This is an optimization exercise on Yosys and OpenROAD, whose aim is small area, not a production implementation. Function was checked by simulation only, so behaviour that the tests miss may differ from the original. No driver is modelled on the clock port, so clocking that relies on it looks cheaper here than on a real chip. Power is estimated from default activity; no workload was simulated.

[flow/flow/run.sh]
#!/bin/bash
# Layout flow: the standard layout (standard.sh, with its unchanged synthesis), except
#  - the port buffers are the smallest buffer cell.
# Each tool's output goes to a log of its own in this folder (ORFS steps also log under orfs/logs/).
set -euo pipefail
here=$(pwd)
export BUFFER_PORTS_ARGS="-buffer_cell sky130_fd_sc_hd__buf_1"
bash standard.sh place > flow_place.log 2>&1

base="-sink_clustering_enable -repair_clock_nets -dont_use_dummy_load"
export TRY_DIR=$here/orfs/results/sky130hd/vwradio_cmd/base
export MIN_ROUTING_LAYER=met1 MAX_ROUTING_LAYER=met5 MIN_CLK_ROUTING_LAYER=met3
cfgs=("16 36 150" "16 32 120" "16 32 100" "16 30 100" "16 30 80" "16 28 100" "16 28 80" "16 26 100"
      "16 26 80" "16 24 100" "16 24 80" "16 22 80" "16 22 100" "16 20 100" "16 20 80" "16 18 80")
par=${NUM_CORES:-4}
i=0
for cfg in "${cfgs[@]}"; do
  set -- $cfg
  i=$((i + 1))
  TRY_CTS_ARGS="$base -buf_list sky130_fd_sc_hd__clkbuf_$1 -sink_clustering_size $2 -sink_clustering_max_diameter $3" \
    openroad -no_init -threads 1 -exit flow/cts_try.tcl > cts_try_$i.log 2>&1 &
  if (( i % par == 0 )); then wait; fi
done
wait
chosen=""
best=""
i=0
for cfg in "${cfgs[@]}"; do
  set -- $cfg
  i=$((i + 1))
  args="$base -buf_list sky130_fd_sc_hd__clkbuf_$1 -sink_clustering_size $2 -sink_clustering_max_diameter $3"
  res=$(grep TRY_RESULT cts_try_$i.log | tail -1 || true)
  echo "clkbuf_$1 size $2 diameter $3: $res" >> cts_try_summary.log
  slew=$(echo "$res" | awk '{print $2}')
  area=$(echo "$res" | awk '{print $3}')
  tree=$(echo "$res" | awk '{print $4}')
  if [[ -n "$slew" && -n "$tree" ]] && awk -v s="$slew" -v t="$tree" 'BEGIN{exit !(s < 0.120 && t < 0.35)}'; then
    if [[ -z "$best" ]] || awk -v a="$area" -v b="$best" 'BEGIN{exit !(a < b)}'; then
      best="$area"
      chosen="$args"
    fi
  fi
done
if [[ -z "$chosen" ]]; then
  chosen="$base -buf_list sky130_fd_sc_hd__clkbuf_16 -sink_clustering_size 12 -sink_clustering_max_diameter 50"
fi
echo "chosen: $chosen" >> cts_try_summary.log
export CTS_ARGS="$chosen"
bash standard.sh finish > flow_finish.log 2>&1
[flow/flow/cts_try.tcl]
# Trial clock tree on the placed design, in memory only (nothing is written):
# runs CTS with $::env(TRY_CTS_ARGS), legalizes, global-routes, and prints the
# largest flip-flop clock-pin slew and the clock buffer area.
set pf $::env(FLOW_HOME)/platforms/sky130hd
read_liberty $pf/lib/sky130_fd_sc_hd__tt_025C_1v80.lib
read_lef $pf/lef/sky130_fd_sc_hd.tlef
read_lef $pf/lef/sky130_fd_sc_hd_merged.lef
read_db $::env(TRY_DIR)/3_place.odb
read_sdc $::env(TRY_DIR)/3_place.sdc
source $pf/setRC.tcl
eval clock_tree_synthesis $::env(TRY_CTS_ARGS)
set_propagated_clock [all_clocks]
detailed_placement
source $pf/fastroute.tcl
global_route -congestion_iterations 30
estimate_parasitics -global_routing
set mx 0
foreach pin [all_registers -clock_pins -edge_triggered] {
  foreach e {rise fall} { foreach a {min max} {
    set s [get_property $pin slew_${a}_$e]
    if {$s > $mx} {set mx $s}
  }}
}
set ar 0
foreach inst [[ord::get_db_block] getInsts] {
  set m [$inst getMaster]
  if {[string match *clkbuf* [$m getName]]} { set ar [expr {$ar + [$m getWidth]*[$m getHeight]/1e6}] }
}
set mall 0
foreach net [get_nets -hierarchical *clk*] { foreach pin [get_pins -of_objects $net -filter "direction == input"] { set s [get_property $pin slew_max_rise]; if {$s > $mall} {set mall $s} } }
puts "TRY_RESULT $mx $ar $mall"
[flow/standard.sh]
#!/bin/bash
# synth_recipe.tcl (not shown) runs the flow's synth.tcl, then flattens the netlist and writes it again
# the make line also repeats each setting of config.mk as NAME=value (left out here)
make -C /OpenROAD-flow-scripts/flow DESIGN_CONFIG=/design/flow/config.mk WORK_HOME=/design/flow/orfs CLKGATE_MAP_FILE= SYNTH_SCRIPT=/design/flow/synth_recipe.tcl "${@:-finish}"
[flow/config.mk]
export PLATFORM = sky130hd
export DESIGN_NAME = vwradio_cmd
export DESIGN_NICKNAME = vwradio_cmd
export VERILOG_FILES = /design/flow/design.v
export SDC_FILE = /design/flow/constraint.sdc
export NUM_CORES = 4
export LEC_CHECK = 0
export ABC_AREA = 1
export CAP_MARGIN = 20
export CORE_MARGIN = 2
export CORE_UTILIZATION = 60
export PLACE_DENSITY = 0.7
export SLEW_MARGIN = 20
[flow/constraint.sdc]
create_clock -name core_clock -period 10.0 [get_ports {clk}]
set_input_delay 2.0000 -clock core_clock [delete_from_list [all_inputs] [get_ports {clk}]]
set_output_delay 2.0000 -clock core_clock [all_outputs]
set_load 0.01 [all_outputs]
[flow/design.v]
module vwradio_cmd (
    input  wire       clk,
    input  wire       rst,
    input  wire       rx_valid,
    input  wire [7:0] rx_data,
    output wire       rx_ready,
    input  wire       tick,
    output wire       tx_valid,
    output wire [7:0] tx_data,
    output wire       tx_last,
    input  wire       tx_ready,
    output reg  [1:0] led,
    output reg        co_valid,
    output reg  [1:0] co_kind,
    output reg  [7:0] co_data
);
    localparam [10:0] AGE_0      = 11'd1;
    localparam [10:0] AGE_T_IDLE = 11'd1257;
    localparam [7:0] ACK_BYTE = 8'h06;
    localparam [7:0] NAK_BYTE = 8'h15;
    localparam [1:0] AREA_DISPLAY = 2'd0;
    localparam [1:0] AREA_PICTO   = 2'd1;
    localparam [1:0] AREA_CHARGEN = 2'd2;
    localparam [1:0] AREA_NONE    = 2'd3;
    localparam [3:0] C_NAK  = 4'd0;
    localparam [3:0] C_ECHO = 4'd1;
    localparam [3:0] C_LED  = 4'd2;
    localparam [3:0] C_RSR  = 4'd3;    
    localparam [3:0] C_ACK  = 4'd4;    
    localparam [3:0] C_UR   = 4'd5;    
    localparam [3:0] C_UD   = 4'd6;    
    localparam [3:0] C_US   = 4'd7;    
    localparam [3:0] C_FC   = 4'd8;    
    localparam [3:0] C_FS   = 4'd9;    
    localparam [3:0] C_RST  = 4'd10;   
    localparam [3:0] S_IDLE  = 4'd0;
    localparam [3:0] S_CODE  = 4'd1;
    localparam [3:0] S_ARGS  = 4'd2;
    localparam [3:0] S_EXEC  = 4'd3;
    localparam [3:0] S_PROC1 = 4'd4;
    localparam [3:0] S_PROCN = 4'd5;
    localparam [3:0] S_FPEND = 4'd6;
    localparam [3:0] S_CLR1  = 4'd7;
    localparam [3:0] S_CLR2  = 4'd8;
    localparam [3:0] S_ACK   = 4'd9;
    localparam [3:0] S_ECHO  = 4'd10;
    localparam [3:0] S_DH    = 4'd11;
    localparam [3:0] S_DD    = 4'd12;
    localparam [3:0] S_DP    = 4'd13;
    localparam [3:0] S_DC    = 4'd14;
    localparam [1:0] M254 = 2'd0;
    localparam [1:0] M50  = 2'd1;
    localparam [1:0] M112 = 2'd2;
    reg       rx_rdy;
    reg       tx_v;
    reg [7:0] tx_d;
    reg       tx_l;
    assign rx_ready = rx_rdy;
    assign tx_valid = tx_v;
    assign tx_data  = tx_d;
    assign tx_last  = tx_l;
    reg [254*8-1:0] fr;     
    reg [25*8-1:0]  dr;     
    reg [8*8-1:0]   pr;     
    reg [112*8-1:0] cr;     
    reg [3:0]  st;
    reg [3:0]  cls;
    reg [1:0]  fmode;      
    reg [7:0]  fp;         
    reg [7:0]  na;         
    reg [7:0]  rem;        
    reg [10:0] age;        
    reg [4:0]  ph_d;       
    reg [6:0]  ph_c;       
    reg        owm;        
    reg        nd;         
    reg [2:0]  lag;        
    reg        lv;         
    reg [1:0]  ram_area;
    reg [6:0]  address;
    reg        increment;
    reg [2:0]  dirty;
    reg [7:0] r;           
    reg [7:0] lm1;         
    always @(*) begin
        case (fmode)
            M50:     begin r = fr[49*8 +: 8];  lm1 = 8'd49;  end
            M112:    begin r = fr[111*8 +: 8]; lm1 = 8'd111; end
            default: begin r = fr[253*8 +: 8]; lm1 = 8'd253; end
        endcase
    end
    wire [7:0] f0   = fr[7:0];
    wire [7:0] d_o  = dr[24*8 +: 8];
    wire [7:0] p_o  = pr[7*8 +: 8];
    wire [7:0] c_o  = cr[111*8 +: 8];
    wire [4:0] ph_d_n = (ph_d == 5'd24) ? 5'd0 : ph_d + 5'd1;
    wire [6:0] ph_c_n = (ph_c == 7'd111) ? 7'd0 : ph_c + 7'd1;
    wire [2:0] ph_p   = ph_c[2:0];
    wire [2:0] ph_p_n = ph_c_n[2:0];
    wire       fp_at_tap = (fp == lm1);
    wire [7:0] fp_p1     = fp + 8'd1;
    wire [7:0] fp_n      = fp_at_tap ? 8'd0 : fp_p1;
    wire [7:0] cb = (st == S_ARGS) ? rx_data : r;
    wire       ds = (cb[7:6] == 2'b01);
    wire       as = (cb[7:6] == 2'b10);
    wire [4:0] raw = cb[4:0];
    reg  [6:0] translated;
    always @(*) begin
        case (ram_area)
            AREA_DISPLAY: translated = (raw < 5'd25) ? {2'b00, raw} : 7'd0;
            AREA_PICTO:   translated = (raw < 5'd8)  ? {2'b00, raw} : 7'd0;
            AREA_CHARGEN: translated = (raw < 5'd16) ? {raw[3:0], 3'b000} - {3'b000, raw[3:0]} : 7'd0;
            default:      translated = 7'd0;
        endcase
    end
    wire [1:0] n_area = ds ? cb[1:0] : ram_area;
    wire       n_inc  = ds ? (cb[1] | ~cb[3]) : increment;
    wire [6:0] n_addr = ds ? 7'd0 : as ? translated : address;
    reg [6:0] n_ph;        
    always @(*) begin
        case (n_area)
            AREA_DISPLAY: n_ph = {2'b00, ph_d_n};
            AREA_PICTO:   n_ph = {4'b0000, ph_p_n};
            default:      n_ph = ph_c_n;
        endcase
    end
    reg [7:0] a_o;
    reg [6:0] a_ph_n;
    always @(*) begin
        case (ram_area)
            AREA_DISPLAY: begin a_o = d_o; a_ph_n = {2'b00, ph_d_n};   end
            AREA_PICTO:   begin a_o = p_o; a_ph_n = {4'b0000, ph_p_n}; end
            default:      begin a_o = c_o; a_ph_n = ph_c_n;            end
        endcase
    end
    wire stores = (cls == C_ECHO) || (cls == C_LED) || (cls == C_US) || (cls == C_FS);
    wire ctrl_align = (cls == C_US) && (rem >= 8'd2) && (n_area != AREA_NONE);
    wire slot_ok = (na == 8'd0) ? (!ctrl_align || (n_ph == n_addr))
                                : (fp_p1 == (owm ? 8'd1 : na));
    always @(*) begin
        case (st)
            S_IDLE, S_CODE: rx_rdy = 1'b1;
            S_ARGS:         rx_rdy = !stores || slot_ok;
            default:        rx_rdy = 1'b0;
        endcase
    end
    wire rx_fire = rx_valid && rx_rdy;
    wire fr_wr   = (st == S_ARGS) && rx_fire && stores;
    reg [3:0] code_cls;
    always @(*) begin
        case (rx_data)
            8'h02:   code_cls = C_ECHO;
            8'h01:   code_cls = (rem == 8'd3)  ? C_LED : C_NAK;
            8'h12:   code_cls = (rem == 8'd1)  ? C_RSR : C_NAK;
            8'h11:   code_cls = (rem == 8'd1)  ? C_ACK : C_NAK;
            8'h22:   code_cls = (rem == 8'd1)  ? C_UR  : C_NAK;
            8'h20:   code_cls = (rem == 8'd1)  ? C_UD  : C_NAK;
            8'h21:   code_cls = (rem <= 8'd33) ? C_US  : C_NAK;
            8'h32:   code_cls = (rem == 8'd1)  ? C_FC  : C_NAK;
            8'h31:   code_cls = (rem <= 8'd33) ? C_FS  : C_NAK;
            default: code_cls = C_NAK;
        endcase
    end
    wire proc    = (st == S_PROC1) || (st == S_PROCN);
    wire cons    = proc && fp_at_tap;
    wire upd_dat = (st == S_PROCN) && cons && (cls == C_US) && (ram_area != AREA_NONE);
    wire differs = (r != ((st == S_ARGS) ? rx_data : a_o));
    wire ram_wr  = upd_dat && differs;
    wire clr     = (st == S_CLR1) || (st == S_CLR2);
    wire [7:0] wd = clr ? 8'd0 : r;    
    reg [7:0] hdr;
    always @(*) begin
        case (na[2:0])
            3'd0:    hdr = (ram_area == AREA_NONE) ? 8'hFF : {6'd0, ram_area};
            3'd1:    hdr = (ram_area == AREA_DISPLAY) ? 8'd25 :
                           (ram_area == AREA_PICTO)   ? 8'd8  :
                           (ram_area == AREA_CHARGEN) ? 8'd112 : 8'd0;
            3'd2:    hdr = {1'b0, address};
            3'd3:    hdr = {7'd0, increment};
            default: hdr = {5'd0, dirty};
        endcase
    end
    reg [7:0] f_w, c_w;
    always @(*) begin
        case (lag)
            3'd0:    f_w = r;
            3'd1:    f_w = fr[7:0];
            3'd2:    f_w = fr[15:8];
            3'd3:    f_w = fr[23:16];
            3'd4:    f_w = fr[31:24];
            3'd5:    f_w = fr[39:32];
            3'd6:    f_w = fr[47:40];
            default: f_w = fr[55:48];
        endcase
        case (lag[1:0])
            2'd0:    c_w = c_o;
            2'd1:    c_w = cr[7:0];
            2'd2:    c_w = cr[15:8];
            default: c_w = cr[23:16];
        endcase
    end
    wire lag_end = (st == S_ECHO) ? (lag == 3'd7) : (lag[1:0] == 2'd3);
    always @(*) begin
        tx_v = 1'b0;
        tx_d  = r;
        tx_l  = 1'b0;
        case (st)
            S_ACK: begin
                tx_v = 1'b1;
                tx_d  = (cls == C_NAK) ? NAK_BYTE : ACK_BYTE;
                tx_l  = !((cls == C_ECHO && na != 8'd0) || cls == C_UD);
            end
            S_ECHO: begin
                tx_v = lv || fp_at_tap;
                tx_d  = f_w;
                tx_l  = (na == 8'd1);
            end
            S_DH: begin
                tx_v = 1'b1;
                tx_d  = hdr;
            end
            S_DD: begin
                tx_v = (ph_d == na[4:0]);
                tx_d  = d_o;
            end
            S_DP: begin
                tx_v = (ph_p == na[2:0]);
                tx_d  = p_o;
            end
            S_DC: begin
                tx_v = lv || (ph_c == na[6:0]);
                tx_d  = c_w;
                tx_l  = (na[6:0] == 7'd111);
            end
            default: ;
        endcase
    end
    wire tx_fire = tx_v && tx_ready;
    always @(*) begin
        co_valid = 1'b0;
        co_kind  = 2'd0;
        co_data  = 8'd0;
        case (st)
            S_EXEC: begin
                co_valid = (cls == C_RSR) || (cls == C_FC);
                co_kind  = (cls == C_FC) ? 2'd1 : 2'd0;
            end
            S_PROC1, S_PROCN: begin
                co_valid = cons && (cls == C_FS);
                co_kind  = 2'd2;
                co_data  = r;
            end
            S_FPEND: begin
                co_valid = 1'b1;
                co_kind  = 2'd3;
            end
            default: ;
        endcase
    end
    always @(posedge clk) begin
        fr <= {fr[253*8-1:0], fr_wr ? rx_data : r};
        dr <= {dr[24*8-1:0], (clr || (ram_wr && ram_area == AREA_DISPLAY)) ? wd : d_o};
        pr <= {pr[7*8-1:0],  (clr || (ram_wr && ram_area == AREA_PICTO))   ? wd : p_o};
        cr <= {cr[111*8-1:0], (clr || (ram_wr && ram_area == AREA_CHARGEN)) ? wd : c_o};
    end
    wire hold_fp = cons || (st == S_ECHO && tx_fire);
    always @(posedge clk) begin
        if (rst) begin
            st        <= S_CLR2;
            cls       <= C_RST;
            fmode     <= M254;
            fp        <= 8'd0;
            na        <= 8'd0;
            rem       <= 8'd0;
            age       <= AGE_0;
            ph_d      <= 5'd0;
            ph_c      <= 7'd0;
            owm       <= 1'b0;
            nd        <= 1'b0;
            lag       <= 3'd0;
            lv        <= 1'b0;
            led       <= 2'b00;
            ram_area  <= AREA_NONE;
            address   <= 7'd0;
            increment <= 1'b0;
            dirty     <= 3'b000;
        end else begin
            ph_d <= ph_d_n;
            ph_c <= ph_c_n;
            if ((st == S_ECHO || st == S_DC) && tx_v) begin
                if (tx_ready) begin
                    lv <= (lag != 3'd0);
                end else if (lag_end) begin
                    lv  <= 1'b0;
                    lag <= 3'd0;
                end else begin
                    lv  <= 1'b1;
                    lag <= lag + 3'd1;
                end
            end else if (st != S_ECHO && st != S_DC) begin
                lv  <= 1'b0;
                lag <= 3'd0;
            end
            if (fr_wr && na == 8'd0)
                fp <= 8'd0;
            else if (!hold_fp)
                fp <= fp_n;
            case (st)
                S_IDLE: begin
                    if (rx_fire) begin
                        rem <= rx_data;
                        na  <= 8'd0;
                        nd  <= 1'b0;
                        age <= AGE_0;
                        if (rx_data == 8'd0) begin
                            cls <= C_NAK;      
                            st  <= S_ACK;
                        end else begin
                            st  <= S_CODE;
                        end
                    end
                end
                S_CODE, S_ARGS: begin
                    if (rx_fire) begin
                        rem <= rem - 8'd1;
                        age <= AGE_0;
                        if (st == S_CODE)
                            cls <= code_cls;
                        if (fr_wr) begin
                            if (na == 8'd0) begin
                                na    <= 8'd1;
                                fmode <= (cls != C_US) ? M254 :
                                         (n_area == AREA_DISPLAY) ? M50 : M112;
                                owm   <= (cls == C_US) && !n_inc;
                            end else if (owm && na == 8'd2) begin
                                nd <= nd | differs;
                            end else begin
                                na <= na + 8'd1;
                            end
                        end
                        st <= (rem == 8'd1) ? S_EXEC : S_ARGS;
                    end else if (tick) begin
                        if (age == AGE_T_IDLE)
                            st <= S_IDLE;      
                        else
                            age <= {age[9:0], age[10] ^ age[8]};
                    end
                end
                S_EXEC: begin
                    case (cls)
                        C_UR: begin
                            ram_area  <= AREA_NONE;
                            address   <= 7'd0;
                            increment <= 1'b0;
                            dirty     <= 3'b000;
                            st        <= S_CLR1;
                        end
                        C_LED:   st <= S_PROC1;
                        C_US:    st <= (na == 8'd0) ? S_ACK : S_PROC1;
                        C_FS:    st <= (na == 8'd0) ? S_FPEND : S_PROC1;
                        default: st <= S_ACK;
                    endcase
                end
                S_PROC1, S_PROCN: begin
                    if (cons) begin
                        na <= na - 8'd1;
                        st <= (na != 8'd1) ? S_PROCN : (cls == C_FS) ? S_FPEND : S_ACK;
                        if (cls == C_US && st == S_PROC1) begin
                            ram_area  <= n_area;
                            increment <= n_inc;
                            address   <= n_addr;
                        end
                        if (upd_dat) begin
                            if (differs || nd)
                                dirty[ram_area] <= 1'b1;
                            if (increment)
                                address <= a_ph_n;
                        end
                        if (cls == C_LED && st == S_PROCN) begin
                            if (f0[7:1] == 7'd0)
                                led[f0[0]] <= (r != 8'd0);
                            else
                                cls <= C_NAK;
                        end
                    end
                end
                S_FPEND: st <= S_ACK;
                S_CLR1: if (ph_c == 7'd111) st <= S_CLR2;
                S_CLR2: if (ph_c == 7'd111) st <= (cls == C_RST) ? S_IDLE : S_ACK;
                S_ACK: begin
                    if (tx_ready) begin
                        na <= 8'd0;
                        if (cls == C_ECHO && na != 8'd0) begin
                            na <= na;
                            st <= S_ECHO;
                        end else if (cls == C_UD)
                            st <= S_DH;
                        else
                            st <= S_IDLE;
                    end
                end
                S_ECHO: begin
                    if (tx_fire) begin
                        na <= na - 8'd1;
                        if (na == 8'd1) st <= S_IDLE;
                    end
                end
                S_DH: begin
                    if (tx_ready) begin
                        if (na == 8'd4) begin
                            na <= 8'd0;
                            st <= S_DD;
                        end else
                            na <= na + 8'd1;
                    end
                end
                S_DD: begin
                    if (tx_fire) begin
                        if (na == 8'd24) begin
                            na <= 8'd0;
                            st <= S_DP;
                        end else
                            na <= na + 8'd1;
                    end
                end
                S_DP: begin
                    if (tx_fire) begin
                        if (na == 8'd7) begin
                            na <= 8'd0;
                            st <= S_DC;
                        end else
                            na <= na + 8'd1;
                    end
                end
                S_DC: begin
                    if (tx_fire) begin
                        if (na == 8'd111)
                            st <= S_IDLE;
                        else
                            na <= na + 8'd1;
                    end
                end
                default: st <= S_IDLE;
            endcase
        end
    end
endmodule
==> results.json, run 1 <==
{
  "fp.coreArea_mm2": 0.120,
  "cpMostUsedCell": "nand2_1",
  "cellPowerDensity_mw_per_mm2": 256,
  "p_int_mw": 15.7,
  "critPathCaptureType": "output port",
  "outcome": "finished clean",
  "io_buffers": 36,
  "post_cts_buffers": 0,
  "cp-start-kind": "primary input",
  "synth_top_area_share_pct": 90.7,
  "syn-num-nets": 4660,
  "swShare_pct": 21.1,
  "grt_max_degree": 36,
  "drv_slew": 0,
  "areaGrowthSynthToFinish_pct": 7.41,
  "synth.avg_cell_area_um2": 15.6,
  "synthCells": 4622,
  "grt-ovfl-total": 0,
  "route.detailed.drc": 0,
  "hold_buffers": 0,
  "hold_ws_ns": 0.256,
  "rsz0062_at_grt": "false",
  "grt_antenna_before_repair": 10,
  "globalplace.congestion": 0.932,
  "yosysUniqueCellTypes": 55,
  "chipHeight_um": 351,
  "power_frac_seq_pct": 66.4,
  "worst_slew_pin_slew_ns": 1.06,
  "dieArea_mm2": 0.123,
  "clk_pin_slew_ns": 0.11,
  "critical_path.max_stage_delay_ns": 0.37,
  "vias": 29122,
  "vias_per_cell": 4.57,
  "wl_per_cell_um": 16.8,
  "critPathRequiredTime_ns": 8.00,
  "post_cts_resized": 0,
  "ys_warn_count": 1,
  "crit_family": "simple AND/OR/NAND/NOR gates",
  "drive_gt1_share_pct": 4.28,
  "hold_path_depth": 0,
  "regToRegSetupSlack_ns": 5.22,
  "crit_path_end": "rx_ready",
  "synth_commonest_cells": "3270 x dfxtp_1, 349 x nand2_1, 185 x nor2_1",
  "finalPower_mw": 19.9,
  "hp-class": "flip-flop to flip-flop",
  "netlist_area_mm2": 0.0722,
  "yosys.area.top_type": "dfxtp_1",
  "hold_viol_final": 0,
  "die_w_um": 351,
  "rows": 127,
  "drt_pass1_iterations": 8,
  "grt_pass1_wl_mm": 163,
  "yosys-top-cells-area": "dfxtp_1 91%, nand2_1 1.8%, nor2_1 0.96%, inv_1 0.95%, o21ai_0 0.83%",
  "worst_slack_ns": 3.16,
  "synthArstFlopShare_pct": 0,
  "yosysMostFrequentCell": "dfxtp_1",
  "cpMaxStageDelayCell": "ha_1",
  "fin_setup_tns_ns": 0,
  "post_dp_cell_area_mm2": 0.0742,
  "worstSetupPathDepth": 23,
  "nNetsFinal": 4801,
  "max-vdd-ir-drop_mv": 0.194,
  "crit_arrival_ns": 4.84,
  "clk_latency_ns": 0.78,
  "clock_sinks": 3270,
  "io_pins": 37,
  "crit_buf_inv": 4,
  "ant_nets": 0,
  "worstReg2RegEnd": "owm$_SDFFE_PP0P_",
  "relSlewSlack_pct": 28.8,
  "synth_edf_count": 0,
  "post-route-period-util_pct": 68.4,
  "timing.rr.start": "fmode[0]$_SDFFE_PP0P_",
  "pwr-share-clk_pct": 29.3,
  "fin_crit_ns": 6.84,
  "crit_type": "primary input to output port",
  "synth_flop_cell": "dfxtp_1",
  "synth-seq-cells": 3270,
  "seq_area_frac_synth_pct": 90.7,
  "fmax_mhz": 146,
  "pwr-share-comb_pct": 4.3,
  "grt_pass1_vias": 28119,
  "dpl_worst_slack_ns": 3.15,
  "maxCapViolations": 0,
  "crit_fanout": 6,
  "skew_ns": 0.109,
  "wirelength_mm": 107,
  "dp_hpwl_mm": 67.5,
  "grtUsageTotal_pct": 17.5,
  "drt_iter0_markers": 1992,
  "leakage_nw": 30.8,
  "cts_tree": "done",
  "crit_start": "rx_data[0]",
  "initial_utilization_pct": 60.3,
  "crit_chain": "buf_1 -> inv_1 -> nand2_1 -> nand2_2 -> inv_1 -> ha_1 -> nand4_1 -> nand2_1 -> nand2_1 -> nand3_1 -> nand2_1 -> nand2_1 -> nand2_1 -> nand2_1 -> nand2_1 -> nor2_1 -> nand3_1 -> nand2_1 -> nand2_1 -> nand2_1 -> nand2_2 -> nand2_4 -> buf_1",
  "r2r_cells": 30,
  "numCtsBuffers": 131,
  "final_area_mm2": 0.0775,
  "p_switching_mw": 4.19,
  "setup_viol": 0
}
per-layer routing:
| layer | vias up | global-route usage (%) | share of wire (%) |
|---|---|---|---|
| met1 | 13645 | 25.7 | 50 |
| met5 | - | 0 | 0.013 |
| met3 | 236 | 3.49 | 4.7 |
| li1 | 14689 | - | - |
| met2 | 550 | 25.5 | 41 |
| met4 | 2 | 7.38 | 3.7 |
cell type report:
type | instances | area (µm²)
clock buffer | 131 | 3280
antenna | 2 | 5.00
sequential | 3270 | 65500
tap | 1612 | 2020
timing repair buffer | 52 | 255
fill | 8384 | 42100
multi-input combinational | 1111 | 5760
inverter | 197 | 739
layout by cell type, fill, tap and decap left out, drive strengths merged, types with 6 or more instances in the layout:
cell	n
nand3	86
a2111oi	6
xnor2	8
buf	52
o21ai	122
a211oi	8
clkbuf	131
nand4	21
nand2	374
xor2	26
nor2	192
a221oi	13
o2111ai	14
or2	8
nor4	10
a31oi	12
inv	194
o22ai	11
ha	25
dfxtp	3270
o211ai	18
a22oi	7
a21oi	78
nor3	31
worst min path at each step:
| stage | from | endpoint | slack (ns) |
|---|---|---|---|
| 6_report | cr[9]$_DFF_P_ | cr[17]$_DFF_P_ | 0.26 |
| 5_1_grt | cr[9]$_DFF_P_ | cr[17]$_DFF_P_ | 0.24 |
| 4_1_cts | cr[9]$_DFF_P_ | cr[17]$_DFF_P_ | 0.25 |
| 3_5_place_dp | cr[171]$_DFF_P_ | cr[179]$_DFF_P_ | 0.31 |
| 3_3_place_gp | cr[436]$_DFF_P_ | cr[444]$_DFF_P_ | 0.31 |
| 2_1_floorplan | cr[92]$_DFF_P_ | cr[100]$_DFF_P_ | 0.31 |
cell families (layout without fill, tap and decap cells):
kind of cell / after synthesis / in the layout / synth area share (%)
and+or+nand+nor: 732 / 732 / 4.43
buffers and inverters: 241 / 380 / 1.31
AOI/OAI and AO/OA: 320 / 320 / 2.70
DFF: 3270 / 3270 / 90.7
other: 0 / 2 / 0
adders and majority gates: 25 / 25 / 0.433
xor gates and xnor gates: 34 / 34 / 0.413
state kept, by name (all words and copies together), names as in the netlist, 8 cells and up, named ones only:
| signal | cells |
|---|---|
| age | 11 |
| cr | 896 |
| dr | 200 |
| fp | 8 |
| fr | 2032 |
| na | 8 |
| pr | 64 |
| rem | 8 |
power by group through the flow:
| stage | combinational, mW | clock, mW | sequential, mW |
|---|---|---|---|
| global placement | 0.842 | 0 | 13.5 |
| global route | 0.942 | 6.43 | 13.2 |
| detailed placement | 0.838 | 0 | 13.5 |
| floorplan | 0.578 | 0 | 13.4 |
| finish | 0.849 | 5.82 | 13.2 |
| CTS | 0.843 | 6.01 | 13.2 |
through the flow:
step                      cells  util [%]
after floorplan            4622         -
after global placement     6242      62.0
after detailed placement   6242      62.0
after CTS                  6373      64.8
after global routing       6373      64.8
final                      6375      64.8
==> inputs of run 2 (changes only) <==
--- a/flow/config.mk
+++ b/flow/config.mk
@@ -8,6 +8,6 @@
 export ABC_AREA = 1
 export CAP_MARGIN = 20
 export CORE_MARGIN = 2
-export CORE_UTILIZATION = 60
-export PLACE_DENSITY = 0.7
+export CORE_UTILIZATION = 55
+export PLACE_DENSITY = 0.65
 export SLEW_MARGIN = 20
==> run 2 against run 1 <==
  * Final area is 0.51% higher
  * Worst setup slack improved by 0.012 ns
  * Via count rose by 0.28%
  * Critical path type unchanged
==> results.json, run 2 <==
{
  "outcome": "finished clean",
  "yosys.area.top_type": "dfxtp_1",
  "synthCells": 4622,
  "fin_cells": 6511,
  "cp-start-kind": "primary input",
  "yosysMostFrequentCell": "dfxtp_1",
  "synthArstFlopShare_pct": 0,
  "critPathCaptureType": "output port",
  "maxCapViolations": 0,
  "synth_xor_area_share_pct": 0.413,
  "grtUsageTotal_pct": 15.7,
  "clock_sinks": 3270,
  "fin_setup_tns_ns": 0,
  "clk_latency_ns": 0.78,
  "ant_nets": 0,
  "yosys.area_share.adder_pct": 0.433,
  "crit_family": "simple AND/OR/NAND/NOR gates",
  "synth_top_area_share_pct": 90.7,
  "relSlewSlack_pct": 27.7,
  "synth-seq-cells": 3270,
  "crit_chain": "buf_1 -> inv_1 -> nand2_1 -> nand2_2 -> inv_1 -> ha_1 -> nand4_1 -> nand2_1 -> nand2_1 -> nand3_1 -> nand2_1 -> nand2_1 -> nand2_1 -> nand2_1 -> nand2_1 -> nor2_1 -> nand3_1 -> nand2_1 -> nand2_1 -> nand2_1 -> nand2_2 -> nand2_4 -> buf_1",
  "fillers": 9937,
  "synth_commonest_cells": "3270 x dfxtp_1, 349 x nand2_1, 185 x nor2_1",
  "critPathRequiredTime_ns": 8.00,
  "drive_gt1_share_pct": 4.41,
  "regToRegSetupSlack_ns": 5.09,
  "hold_viol_final": 0,
  "cpMostUsedCell": "nand2_1",
  "rsz0062_at_grt": "false",
  "rows": 132,
  "post-route-period-util_pct": 68.2,
  "wl_met1_mm": 54.2,
  "areaGrowthSynthToFinish_pct": 7.96,
  "chipHeight_um": 366,
  "grt_antenna_before_repair": 9,
  "fin_crit_ns": 6.82,
  "synth_flop_cell": "dfxtp_1",
  "post_cts_resized": 0,
  "crit_buf_inv": 4,
  "leakage_nw": 30.9,
  "ys_warn_count": 1,
  "crit_type": "primary input to output port",
  "layout_common_cells": "3270 x dfxtp_1, 349 x nand2_1, 185 x nor2_1",
  "drv_slew": 0,
  "max-vdd-ir-drop_mv": 0.176,
  "hp-class": "flip-flop to flip-flop",
  "drt_iter0_markers": 2051,
  "netlist_area_mm2": 0.0722,
  "critical_path.max_stage_delay_ns": 0.38,
  "route.detailed.drc": 0,
  "nNetsFinal": 4806,
  "post_dp_cell_area_mm2": 0.0744,
  "seq_area_frac_synth_pct": 90.7,
  "numCtsBuffers": 142,
  "dp_hpwl_mm": 66.7,
  "yosys-top-cells-area": "dfxtp_1 91%, nand2_1 1.8%, nor2_1 0.96%, inv_1 0.95%, o21ai_0 0.83%",
  "yosysUniqueCellTypes": 55,
  "mostFrequentLayoutCell": "dfxtp_1",
  "dieArea_mm2": 0.134,
  "placed_cells": 6366,
  "post_cts_buffers": 0,
  "synth.avg_cell_area_um2": 15.6,
  "dr_wl_met2_mm": 41.8,
  "grt-ovfl-total": 0,
  "top_register": "fr",
  "worst_slew_pin_slew_ns": 1.08,
  "crit_fanout": 6,
  "globalplace.congestion": 0.887,
  "grt_pass1_vias": 28320,
  "io_pins": 37,
  "largest_reg_flops": 2032,
  "r2r_cells": 30,
  "setup_viol": 0,
  "cellPowerDensity_mw_per_mm2": 257,
  "hold_buffers": 0,
  "synth_compound_area_share_pct": 2.70,
  "die_w_um": 366,
  "synth_top_family_by_area": "simple AND/OR/NAND/NOR gates",
  "hold_path_end": "cr[690]$_DFF_P_",
  "top_layer": "met4",
  "vias_per_cell": 4.49,
  "finalPower_mw": 20.1,
  "io_buffers": 36,
  "grt_max_degree": 36,
  "drt_pass1_iterations": 5,
  "yosys.area_share.simple_pct": 4.43,
  "hold_path_depth": 0,
  "cts_tree": "done",
  "fp.coreArea_mm2": 0.130,
  "top_regs": "fr x2032, cr x896, dr x200",
  "worstSetupPathDepth": 23,
  "wl_met3_mm": 5.27,
  "final_area_mm2": 0.0779,
  "fmax_mhz": 147,
  "worstReg2RegEnd": "owm$_SDFFE_PP0P_",
  "wirelength_mm": 104,
  "wl_per_cell_um": 16.0,
  "hold_ws_ns": 0.271,
  "crit_arrival_ns": 4.82,
  "clk_pin_slew_ns": 0.09,
  "syn-num-nets": 4660,
  "vias": 29203,
  "cpMaxStageDelayCell": "buf_1",
  "synth_edf_count": 0,
  "crit_start": "rx_data[0]",
  "timing.rr.start": "fmode[0]$_SDFFE_PP0P_",
  "skew_ns": 0.0977,
  "muxShareOfSynthArea_pct": 0,
  "grt_pass1_wl_mm": 162,
  "min_from": "cr[682]$_DFF_P_",
  "initial_utilization_pct": 55.6
}
## run 2: final cells by class
cell class                 count  area [µm²]  area share (%)
sequential                  3270       65500            84.0
tap                         1742        2180            2.80
clock buffer                 142        3550            4.56
antenna                        3        7.51         0.00963
inverter                     197         739           0.949
timing repair buffer          46         210           0.270
multi-input combinational   1111        5760            7.40
## run 2: cell families after synthesis
| group | Yosys count |
|---|---|
| flip-flops | 3270 |
| AO/OA/AOI/OAI | 320 |
| buffers and inverters | 241 |
| adder cells (fa/ha/maj) | 25 |
| XOR/XNOR | 34 |
| AND/OR/NAND/NOR | 732 |
## run 2: worst max path at each step
stage | end | slack [ns]
final | rx_ready | 3.18
after global routing | rx_ready | 2.89
after CTS | rx_ready | 3.19
after detailed placement | rx_ready | 3.20
after global placement | rx_ready | 3.11
after floorplan | rx_ready | 4.29
## run 2: per-stage QoR
stage          utilization (%)  worst slack, ns
2_1_floorplan                -             4.29
3_3_place_gp              57.3             3.11
3_5_place_dp              57.3             3.20
4_1_cts                   60.0             3.19
5_1_grt                   60.0             2.89
6_report                  60.0             3.18
## run 2: layer usage
| metal | up-vias | GRT usage [%] |
|---|---|---|
| met5 | - | 0 |
| met1 | 13794 | 23.9 |
| met4 | 0 | 5.61 |
| met3 | 189 | 3.39 |
| met2 | 522 | 22.0 |
| li1 | 14698 | - |
## run 2: report_power, final
part | internal, mW | switching [mW]
sequential | 13.1 | 0.101
combinational | 0.222 | 0.612
clock | 2.55 | 3.50
total | 15.8 | 4.21
==> inputs of run 3 (changes only) <==
--- a/flow/flow/run.sh
+++ b/flow/flow/run.sh
@@ -34,7 +34,7 @@
   slew=$(echo "$res" | awk '{print $2}')
   area=$(echo "$res" | awk '{print $3}')
   tree=$(echo "$res" | awk '{print $4}')
-  if [[ -n "$slew" && -n "$tree" ]] && awk -v s="$slew" -v t="$tree" 'BEGIN{exit !(s < 0.120 && t < 0.35)}'; then
+  if [[ -n "$slew" && -n "$tree" ]] && awk -v s="$slew" -v t="$tree" 'BEGIN{exit !(s < 0.122 && t < 0.35)}'; then
     if [[ -z "$best" ]] || awk -v a="$area" -v b="$best" 'BEGIN{exit !(a < b)}'; then
       best="$area"
       chosen="$args"
--- a/flow/config.mk
+++ b/flow/config.mk
@@ -8,6 +8,6 @@
 export ABC_AREA = 1
 export CAP_MARGIN = 20
 export CORE_MARGIN = 2
-export CORE_UTILIZATION = 55
-export PLACE_DENSITY = 0.65
+export CORE_UTILIZATION = 60
+export PLACE_DENSITY = 0.7
 export SLEW_MARGIN = 20
==> run 3 against run 2 <==
  * Utilization increased by 4.6 points
  * Clock power decreased by 7.5%
  * Global-route usage increased by 1.8 points
  * Wire length increased by 2.6%
  * First-iteration DRC count increased by 0.44%
  * Maximum frequency increased by 0.25%
==> results.json, run 3 <==
{
  "drt_iter0_markers": 2060,
  "synth.avg_cell_area_um2": 15.6,
  "final_area_mm2": 0.0773,
  "synth_flop_cell": "dfxtp_1",
  "relSlewSlack_pct": 23.1,
  "fin_setup_tns_ns": 0,
  "synth_commonest_cells": "3270 x dfxtp_1, 349 x nand2_1, 185 x nor2_1",
  "clk_latency_ns": 0.77,
  "crit_family": "simple AND/OR/NAND/NOR gates",
  "hold_path_end": "cr[17]$_DFF_P_",
  "mostFrequentLayoutCell": "dfxtp_1",
  "fmax_mhz": 147,
  "grtUsageTotal_pct": 17.5,
  "hold_path_depth": 0,
  "critical_path.max_stage_delay_ns": 0.37,
  "clk_pin_slew_ns": 0.11,
  "worst_slew_pin_slew_ns": 1.15,
  "min_from": "cr[9]$_DFF_P_",
  "hold_viol_final": 0,
  "rows": 127,
  "synthArstFlopShare_pct": 0,
  "cpMostUsedCell": "nand2_1",
  "crit_fanout": 6,
  "cpMaxStageDelayCell": "ha_1",
  "top_register": "fr",
  "crit_buf_inv": 4,
  "io_pins": 37,
  "globalplace.congestion": 0.932,
  "worstReg2RegEnd": "owm$_SDFFE_PP0P_",
  "layout_common_cells": "3270 x dfxtp_1, 349 x nand2_1, 185 x nor2_1",
  "hp-class": "flip-flop to flip-flop",
  "critPathCaptureType": "output port",
  "critPathRequiredTime_ns": 8.00,
  "io_buffers": 36,
  "netlist_area_mm2": 0.0722,
  "post_cts_buffers": 0,
  "crit_chain": "buf_1 -> inv_1 -> nand2_1 -> nand2_2 -> inv_1 -> ha_1 -> nand4_1 -> nand2_1 -> nand2_1 -> nand3_1 -> nand2_1 -> nand2_1 -> nand2_1 -> nand2_1 -> nand2_1 -> nor2_1 -> nand3_1 -> nand2_1 -> nand2_1 -> nand2_1 -> nand2_2 -> nand2_4 -> buf_1",
  "dp_hpwl_mm": 67.5,
  "largest_reg_flops": 2032,
  "grt_max_degree": 36,
  "max-vdd-ir-drop_mv": 0.201,
  "synth-seq-cells": 3270,
  "chipHeight_um": 351,
  "dieArea_mm2": 0.123,
  "vias": 29083,
  "r2r_cells": 30,
  "outcome": "finished clean",
  "skew_ns": 0.112,
  "ys_warn_count": 1,
  "cp-start-kind": "primary input",
  "grt_pass1_wl_mm": 163,
  "cellPowerDensity_mw_per_mm2": 254,
  "rsz0062_at_grt": "false",
  "vias_per_cell": 4.57,
  "crit_type": "primary input to output port",
  "drt_pass1_iterations": 6,
  "yosysMostFrequentCell": "dfxtp_1",
  "synth_edf_count": 0,
  "wl_per_cell_um": 16.8,
  "setup_viol": 0,
  "drv_slew": 0,
  "yosys.area.top_type": "dfxtp_1",
  "grt_antenna_before_repair": 8,
  "die_w_um": 351,
  "wirelength_mm": 107,
  "areaGrowthSynthToFinish_pct": 7.06,
  "top_regs": "fr x2032, cr x896, dr x200",
  "regToRegSetupSlack_ns": 5.22,
  "leakage_nw": 30.7,
  "synthCells": 4622,
  "fillers": 8377,
  "clock_sinks": 3270,
  "fin_crit_ns": 6.81,
  "post_cts_resized": 0,
  "route.detailed.drc": 0,
  "initial_utilization_pct": 60.3,
  "cts_tree": "done",
  "timing.rr.start": "fmode[0]$_SDFFE_PP0P_",
  "yosysUniqueCellTypes": 55,
  "yosys-top-cells-area": "dfxtp_1 91%, nand2_1 1.8%, nor2_1 0.96%, inv_1 0.95%, o21ai_0 0.83%",
  "grt_pass1_vias": 28130,
  "nNetsFinal": 4791,
  "post-route-period-util_pct": 68.1,
  "syn-num-nets": 4660,
  "maxCapViolations": 0,
  "seq_area_frac_synth_pct": 90.7,
  "hold_buffers": 0,
  "grt-ovfl-total": 0,
  "drive_gt1_share_pct": 4.08,
  "crit_arrival_ns": 4.81,
  "fp.coreArea_mm2": 0.120,
  "numCtsBuffers": 121,
  "synth_top_area_share_pct": 90.7,
  "ant_nets": 0,
  "post_dp_cell_area_mm2": 0.0742
}
run 3: cell counts after synthesis:
No cell type changed its count.
run 3: per-stage QoR:
| stage | utilization [%] | worst slack, ns | instances | total power [mW] | hold slack [ns] |
|---|---|---|---|---|---|
| after global placement | 62.0 | 3.14 | 6242 | 14.3 | 0.310 |
| after global routing | 64.6 | 2.90 | 6363 | 20.3 | 0.255 |
| after CTS | 64.6 | 3.14 | 6363 | 19.8 | 0.258 |
| after floorplan | - | 4.29 | 4622 | 14.0 | 0.310 |
| after detailed placement | 62.0 | 3.15 | 6242 | 14.3 | 0.312 |
| final | 64.6 | 3.19 | 6365 | 19.6 | 0.264 |
run 3: area by class of cell:
class	count	area [µm²]	share of cell area, %
Clock buffer	121	3030	3.92
Tap cell	1612	2020	2.61
Sequential cell	3270	65500	84.7
Timing Repair Buffer	52	255	0.330
Inverter	197	739	0.957
Antenna cell	2	5.00	0.00648
Multi-Input combinational cell	1111	5760	7.45
run 3: worst max path at each step:
stage          startpoint  endpoint  slack, ns  cells after the start
2_1_floorplan  rx_data[0]  rx_ready       4.29                     21
3_3_place_gp   rx_data[0]  rx_ready       3.14                     23
5_1_grt        rx_data[0]  rx_ready       2.90                     23
3_5_place_dp   rx_data[0]  rx_ready       3.15                     23
4_1_cts        rx_data[0]  rx_ready       3.14                     23
6_report       rx_data[0]  rx_ready       3.19                     23
run 3: power breakdown:
| group | internal, mW | total (mW) | switching, mW |
|---|---|---|---|
| Sequential | 13.1 | 13.2 | 0.106 |
| Combinational | 0.230 | 0.849 | 0.619 |
| Clock | 2.17 | 5.59 | 3.42 |
run 3: routing by layer:
layer | global-route usage [%] | share of wire (%) | vias to the layer above
li1 | - | - | 14660
met1 | 25.5 | 50 | 13679
met2 | 25.8 | 41 | 515
met3 | 3.63 | 4.5 | 229
met4 | 6.67 | 4.0 | 0
met5 | 0 | 0 | -
run 3: logic make-up after synthesis:
| group | Yosys count | synth area share (%) |
|---|---|---|
| buf+inv | 241 | 1.31 |
| xor+xnor | 34 | 0.413 |
| compound gates | 320 | 2.70 |
| simple gates | 732 | 4.43 |
| fa+ha+maj | 25 | 0.433 |
| flops | 3270 | 90.7 |
==> inputs of run 4 (changes only) <==
--- a/flow/flow/run.sh
+++ b/flow/flow/run.sh
@@ -34,7 +34,7 @@
   slew=$(echo "$res" | awk '{print $2}')
   area=$(echo "$res" | awk '{print $3}')
   tree=$(echo "$res" | awk '{print $4}')
-  if [[ -n "$slew" && -n "$tree" ]] && awk -v s="$slew" -v t="$tree" 'BEGIN{exit !(s < 0.122 && t < 0.35)}'; then
+  if [[ -n "$slew" && -n "$tree" ]] && awk -v s="$slew" -v t="$tree" 'BEGIN{exit !(s < 0.128 && t < 0.35)}'; then
     if [[ -z "$best" ]] || awk -v a="$area" -v b="$best" 'BEGIN{exit !(a < b)}'; then
       best="$area"
       chosen="$args"
==> run 4 against run 3 <==
  * Largest power group unchanged
  * Clock power is 3% lower
  * Power is 0.69% lower
  * Via count is 0.31% lower
  * Synthesized cell count stayed put
  * Critical path type unchanged
  * Combinational power hardly changed
  * Final cell count is 0.11% lower
  * Still clean
  * Worst hold slack hardly changed
  * Sequential share of layout area is 0.19 points higher
==> results.json, run 4 <==
{
  "drv_slew": 0,
  "synth_edf_count": 0,
  "largest_reg_flops": 2032,
  "synthArstFlopShare_pct": 0,
  "crit_family": "simple AND/OR/NAND/NOR gates",
  "crit_type": "primary input to output port",
  "layout_common_cells": "3270 x dfxtp_1, 349 x nand2_1, 185 x nor2_1",
  "top_regs": "fr x2032, cr x896, dr x200",
  "cts_tree": "done",
  "dieArea_mm2": 0.123,
  "clk_latency_ns": 0.74,
  "hold_viol_final": 0,
  "ys_warn_count": 1,
  "crit_buf_inv": 4,
  "fin_cells": 6358,
  "ant_nets": 0,
  "chipHeight_um": 351,
  "synth_flop_cell": "dfxtp_1",
  "yosysMostFrequentCell": "dfxtp_1",
  "die_w_um": 351,
  "fin_util_pct": 64.4,
  "post_dp_cell_area_mm2": 0.0742,
  "hold_path_depth": 0,
  "globalplace.congestion": 0.932,
  "hold_ws_ns": 0.264,
  "grt-ovfl-total": 0,
  "post_cts_buffers": 0,
  "grt_pass1_vias": 27975,
  "grtUsageTotal_pct": 17.3,
  "drt_iter0_markers": 2040,
  "skew_ns": 0.0921,
  "timing.rr.start": "fmode[0]$_SDFFE_PP0P_",
  "post_cts_resized": 0,
  "crit_arrival_ns": 4.81,
  "placed_cells": 6242,
  "dp_hpwl_mm": 67.5,
  "finalPower_mw": 19.5,
  "synth_top_area_share_pct": 90.7,
  "cpMostUsedCell": "nand2_1",
  "wl_per_cell_um": 16.7,
  "worst_slack_ns": 3.19,
  "crit_fanout": 6,
  "crit_chain": "buf_1 -> inv_1 -> nand2_1 -> nand2_2 -> inv_1 -> ha_1 -> nand4_1 -> nand2_1 -> nand2_1 -> nand3_1 -> nand2_1 -> nand2_1 -> nand2_1 -> nand2_1 -> nand2_1 -> nor2_1 -> nand3_1 -> nand2_1 -> nand2_1 -> nand2_1 -> nand2_2 -> nand2_4 -> buf_1",
  "dpl_worst_slack_ns": 3.15,
  "drive_gt1_share_pct": 3.94,
  "leakage_nw": 30.6,
  "top_register": "fr",
  "yosysUniqueCellTypes": 55,
  "mostFrequentLayoutCell": "dfxtp_1",
  "vias_per_cell": 4.56,
  "numCtsBuffers": 114,
  "hold_buffers": 0,
  "seq_area_frac_synth_pct": 90.7,
  "syn-num-nets": 4660,
  "drt_pass1_iterations": 5,
  "outcome": "finished clean",
  "vias": 28992,
  "route.detailed.drc": 0,
  "setup_viol": 0,
  "wirelength_mm": 106,
  "post-route-period-util_pct": 68.1,
  "synth-seq-cells": 3270,
  "yosys-top-cells-area": "dfxtp_1 91%, nand2_1 1.8%, nor2_1 0.96%, inv_1 0.95%, o21ai_0 0.83%",
  "io_pins": 37,
  "netlist_area_mm2": 0.0722,
  "grt_antenna_before_repair": 12,
  "cp-start-kind": "primary input",
  "relSlewSlack_pct": 19.5,
  "yosys.area.top_type": "dfxtp_1",
  "io_buffers": 36,
  "fmax_mhz": 147,
  "worst_slew_pin_slew_ns": 1.20,
  "rows": 127,
  "critPathCaptureType": "output port",
  "fin_setup_tns_ns": 0,
  "critical_path.max_stage_delay_ns": 0.37,
  "initial_utilization_pct": 60.3,
  "maxCapViolations": 0,
  "synthCells": 4622,
  "critPathRequiredTime_ns": 8.00,
  "cpMaxStageDelayCell": "ha_1",
  "grt_pass1_wl_mm": 162,
  "r2r_cells": 30,
  "synth_commonest_cells": "3270 x dfxtp_1, 349 x nand2_1, 185 x nor2_1",
  "clock_sinks": 3270,
  "fin_crit_ns": 6.81,
  "rsz0062_at_grt": "false",
  "worstReg2RegEnd": "fp[1]$_SDFFE_PP0N_",
  "cellPowerDensity_mw_per_mm2": 253,
  "regToRegSetupSlack_ns": 5.19,
  "areaGrowthSynthToFinish_pct": 6.82,
  "max-vdd-ir-drop_mv": 0.187,
  "fp.coreArea_mm2": 0.120,
  "clk_pin_slew_ns": 0.11,
  "nNetsFinal": 4784,
  "synth.avg_cell_area_um2": 15.6,
  "grt_max_degree": 36,
  "hold_path_end": "cr[17]$_DFF_P_",
  "hp-class": "flip-flop to flip-flop",
  "min_from": "cr[9]$_DFF_P_",
  "final_area_mm2": 0.0771
}
==> run 4: cell counts after synthesis <==
No cell type changed its count.
==> run 4: cells by family (layout without fill, tap and decap cells) <==
family | count (synthesis) | in the layout | share of synthesized area [%]
AO/OA/AOI/OAI | 320 | 320 | 2.70
buffers and inverters | 241 | 363 | 1.31
XOR/XNOR | 34 | 34 | 0.413
flip-flops | 3270 | 3270 | 90.7
adder cells (fa/ha/maj) | 25 | 25 | 0.433
other | 0 | 2 | 0
AND/OR/NAND/NOR | 732 | 732 | 4.43
==> run 4: layer usage <==
metal  share of wire (%)  GRT usage, %
met4                 3.9          6.57
met5               0.044             0
met3                 4.2          3.28
met2                  41          25.3
met1                  51          25.7
==> run 4: final cells by class <==
cell class                      count  area [µm²]
Tap cell                         1612        2020
Inverter                          197         739
Clock buffer                      114        2850
Timing Repair Buffer               52         255
Fill cell                        8447       42600
Antenna cell                        2        5.00
Sequential cell                  3270       65500
Multi-Input combinational cell   1111        5760
==> run 4: how the worst max path moves through the flow <==
stage | slack (ns) | from | endpoint | cells after the start
2_1_floorplan | 4.29 | rx_data[0] | rx_ready | 21
3_3_place_gp | 3.14 | rx_data[0] | rx_ready | 23
3_5_place_dp | 3.15 | rx_data[0] | rx_ready | 23
4_1_cts | 3.14 | rx_data[0] | rx_ready | 23
5_1_grt | 2.91 | rx_data[0] | rx_ready | 23
6_report | 3.19 | rx_data[0] | rx_ready | 23
==> run 4: power breakdown <==
| part | switching [mW] | total (mW) | leakage, nW | internal [mW] |
|---|---|---|---|---|
| Combinational | 0.618 | 0.848 | 2.83 | 0.230 |
| Sequential | 0.106 | 13.2 | 26.3 | 13.1 |
| Clock | 3.40 | 5.45 | 1.40 | 2.05 |
| Total | 4.12 | 19.5 | 30.6 | 15.4 |

==> afterwards: timing with drivers on the ports <==
The flow's constraints put no driver on any port. The routed layouts listed below were extracted and timed again, unchanged, in two steps. Step 1: set_driving_cell puts a clkbuf_16 on clk and a buf_2 on each other input, an assumption about the parent block. Step 2 also shifts input and output timing later by t, the mid clock arrival at the registers, as if the neighbouring blocks saw the same clock. Three values: no drivers, after step 1, after step 2; two values: the first two.
| run | t (ns) | setup slack, ns | hold slack, ns | worst setup path at the end | slew at the worst register clock pin (ns) |
|---|---|---|---|---|---|
| run 1 | 0.800 | 3.165 / 3.123 / 3.123 | 0.256 / 0.256 / 0.256 | input to output | 0.11 / 0.11 |
| run 2 | 0.802 | 3.177 / 3.129 / 3.129 | 0.271 / 0.271 / 0.271 | input to output | 0.10 / 0.10 |
| run 3 | 0.791 | 3.194 / 3.152 / 3.152 | 0.264 / 0.264 / 0.264 | input to output | 0.11 / 0.11 |
| run 4 | 0.767 | 3.187 / 3.149 / 3.149 | 0.264 / 0.264 / 0.264 | input to output | 0.11 / 0.11 |
After both steps setup and hold are still met in every run listed. For run 2, which loses most, drivers alone change the setup slack by -0.048 ns; drivers and shift together by -0.048 ns.
